Source: an optimization exercise on an open RTL-to-GDS flow (aim: small area, a short achievable clock period and few clock cycles). Production flows keep margins and buffers that such runs may drop.
The RTL was checked by simulation tests, not by an equivalence proof against the original design.

## quartz
// kcpu_core
module kcpu_core (
    input  wire        clk,
    input  wire        rst,           
    output reg         mem_req,
    output reg         mem_we,
    output reg  [31:0] mem_addr,
    output reg  [31:0] mem_wdata,
    output reg  [3:0]  mem_wstrb,
    input  wire        mem_gnt,
    input  wire        mem_rvalid,
    input  wire [31:0] mem_rdata,
    output reg         retire,
    output reg  [31:0] retire_pc,
    output reg         fault,
    output reg  [2:0]  fault_code,
    input  wire [3:0]  dbg_idx,
    output wire [31:0] dbg_rdata
);
Size: ~7200 cells after synthesis, about 57000 µm² of cells after synthesis.
clock: 14.0 ns
lec_check: 0
cap_margin: 40
core_margin: 2
core_utilization: 34
place_density: 0.55
slew_margin: 40
tns_end_percent: 20
standard.sh (not shown) runs the stock make flow with config.mk's settings and CLKGATE_MAP_FILE= SYNTH_SCRIPT=/design/flow/synth_recipe.tcl, a recipe that flattens the netlist after the stock synthesis.
==> flow/flow/run.sh <==
#!/bin/bash
# The standard layout (the standard.sh: ORFS synthesis to final layout),
# with a larger setup margin for ORFS's timing repair so that it also works on
# paths that already meet the clock period, and without gate cloning in that
# repair. All tool output goes to standard.log and ORFS's own logs.
set -euo pipefail
bash standard.sh SETUP_SLACK_MARGIN=7 SKIP_GATE_CLONING=1 finish > standard.log 2>&1
quartz finished end to end and its layout was clean on timing, DRC and antenna.
Testbench counts of quartz, summed over its fixed seeds: cycles 34,893.
### quartz -> onyx
Settings: CORE_UTILIZATION changed from 34 to 37; PLACE_DENSITY changed from 0.55 to 0.6; TNS_END_PERCENT removed (was 20).
### Flow results
Cmp onyx vs quartz: layout buffering overhead excluding clock cells higher in onyx. Between quartz and onyx, the register fraction of the total cell area does not differ in any meaningful way. Diff quartz and onyx: met1 usage in global routing higher in onyx. onyx vs quartz on maximum number of pins on one net before global-route repair: onyx is the higher one. Against quartz, onyx comes in about 5% lower on wire length on met2. Clock-buffer cell count down about 10% in onyx wrt quartz. Summary of onyx over quartz: maximum frequency went up by 0.64%; die height -4.1%.

========
v7:
Starting RTL as in the previous note.
// kcpu_core
module kcpu_core (
    input  wire        clk,
    input  wire        rst,           
    output reg         mem_req,
    output reg         mem_we,
    output reg  [31:0] mem_addr,
    output reg  [31:0] mem_wdata,
    output reg  [3:0]  mem_wstrb,
    input  wire        mem_gnt,
    input  wire        mem_rvalid,
    input  wire [31:0] mem_rdata,
    output reg         retire,
    output reg  [31:0] retire_pc,
    output reg         fault,
    output reg  [2:0]  fault_code,
    input  wire [3:0]  dbg_idx,
    output wire [31:0] dbg_rdata
);
==> flow/config.mk <==
export PLATFORM = sky130hd
export DESIGN_NAME = kcpu_core
export DESIGN_NICKNAME = kcpu_core
export VERILOG_FILES = /design/flow/design.v
export SDC_FILE = /design/flow/constraint.sdc
export NUM_CORES = 4
export LEC_CHECK = 0
export CAP_MARGIN = 40
export CORE_MARGIN = 2
export CORE_UTILIZATION = 34
export PLACE_DENSITY = 0.55
export SLEW_MARGIN = 40
==> flow/constraint.sdc <==
create_clock -name core_clock -period 14.0 [get_ports {clk}]
set_input_delay 2.8000 -clock core_clock [delete_from_list [all_inputs] [get_ports {clk}]]
set_output_delay 2.8000 -clock core_clock [all_outputs]
set_load 0.01 [all_outputs]
==> flow/flow/run.sh <==
#!/bin/bash
# The standard layout (the standard.sh: ORFS synthesis to final layout),
# with a larger setup margin for ORFS's timing repair so that it also works on
# paths that already meet the clock period, and without gate cloning in that
# repair. All tool output goes to standard.log and ORFS's own logs.
set -euo pipefail
bash standard.sh SETUP_SLACK_MARGIN=7.3 SKIP_GATE_CLONING=1 finish > standard.log 2>&1
v7: all stages complete, timing, DRC and antenna checks passed
Testbench counts of v7, summed over its fixed seeds: cycles 34,893.
Setup changes, v7 to v46
- setting SETUP_SLACK_MARGIN to 5 for the first time
- changing CORE_UTILIZATION from 34 to 30
- changing PLACE_DENSITY from 0.55 to 0.5
==> flow/run.sh (new file) <==
#!/bin/bash
# synth_recipe.tcl (not shown) runs the flow's synth.tcl, then flattens the netlist and writes it again
# the make line also repeats each setting of config.mk as NAME=value (left out here)
make -C /OpenROAD-flow-scripts/flow DESIGN_CONFIG=/design/flow/config.mk WORK_HOME=/design/flow/orfs CLKGATE_MAP_FILE= SYNTH_SCRIPT=/design/flow/synth_recipe.tcl finish
removed: flow/flow/run.sh
removed: flow/standard.sh
==> comparison <==
Via count of the first global-routing pass, v46 vs v7: down by a few percent
v46 ended with more die area than v7.
Per the comparison of v46 with v7, worst hold slack went down 0.024 ns, post-synthesis share of cell area spent on full adders, half adders and majority gates held, register-to-register path setup slack went down 1.68 ns, number of tap instances went up about 14%, total length of routed wires went down 8.1%.
Going from v7 to v46, the post-layout net count was found to have gone down by 260.
Taking v7 as the reference, in v46 maximum clock rate now sits lower, detailed-route via count down 3178.
--- input diff v46..v19 ---
- PLACE_DENSITY changed from 0.5 to 0.55
- CORE_UTILIZATION changed from 30 to 34
- SETUP_SLACK_MARGIN removed (was 5)
==> flow/flow/run.sh (new file) <==
#!/bin/bash
# The standard layout (the standard.sh: ORFS synthesis to final layout),
# with a larger setup margin for ORFS's timing repair so that it also works on
# paths that already meet the clock period, and without gate cloning in that
# repair. All tool output goes to standard.log and ORFS's own logs.
set -euo pipefail
bash standard.sh SETUP_SLACK_MARGIN=7 SKIP_GATE_CLONING=1 finish > standard.log 2>&1
==> flow/standard.sh (new file) <==
#!/bin/bash
# synth_recipe.tcl (not shown) runs the flow's synth.tcl, then flattens the netlist and writes it again
# the make line also repeats each setting of config.mk as NAME=value (left out here)
make -C /OpenROAD-flow-scripts/flow DESIGN_CONFIG=/design/flow/config.mk WORK_HOME=/design/flow/orfs CLKGATE_MAP_FILE= SYNTH_SCRIPT=/design/flow/synth_recipe.tcl "${@:-finish}"
removed: flow/run.sh
--- outcome ---
NOTE number of standard-cell rows in the floorplan v46->v19 decreased by a few percent. Changes observed in v19 relative to v46: area growth from synthesis to final layout went up; area of the core went down; core utilization went up. Diff v46 -> v19: share of the cycle needed by the critical path after routing now smaller; all-layer global routing usage now larger. Between v46 and v19, total area of multi-input combinational cells increased. v46 has lower starting density of the core than v19. Between v46 and v19, register share of the cell area is higher for v46, v19 comes in under that.

-- re-timing with driven ports --
The flow's constraints put no driver on any port. The routed layouts listed below were extracted and timed again, unchanged, in two steps.
Step 1, drivers: a clkbuf_16 drives clk and a buf_2 each remaining input, both assumed.
Step 2 times the ports against the registers' clock, not the clock port: input delays grow and output delays shrink by t, the midpoint of the rising clock arrivals with the driver on.
Slacks: no drivers / after step 1 / after step 2; pairs: no drivers / after step 1.
| run | t, ns | slack for setup (ns) | worst slew at a driven data input, ns |
|---|---|---|---|
| quartz | 0.828 | 6.659 / 6.577 / 6.577 | 0.09 |
| onyx | 0.841 | 6.706 / 6.615 / 6.307 | 0.11 |
| v7 | 0.837 | 6.654 / 6.609 / 6.609 | 0.09 |
| v46 | 0.833 | 5.189 / 5.093 / 5.213 | 0.08 |
| v19 | 0.838 | 6.761 / 6.688 / 6.688 | 0.08 |
After both steps setup and hold are still met in every run listed. The setup slack of onyx, which loses most, moves by -0.091 ns with the drivers and by -0.399 ns with both steps.
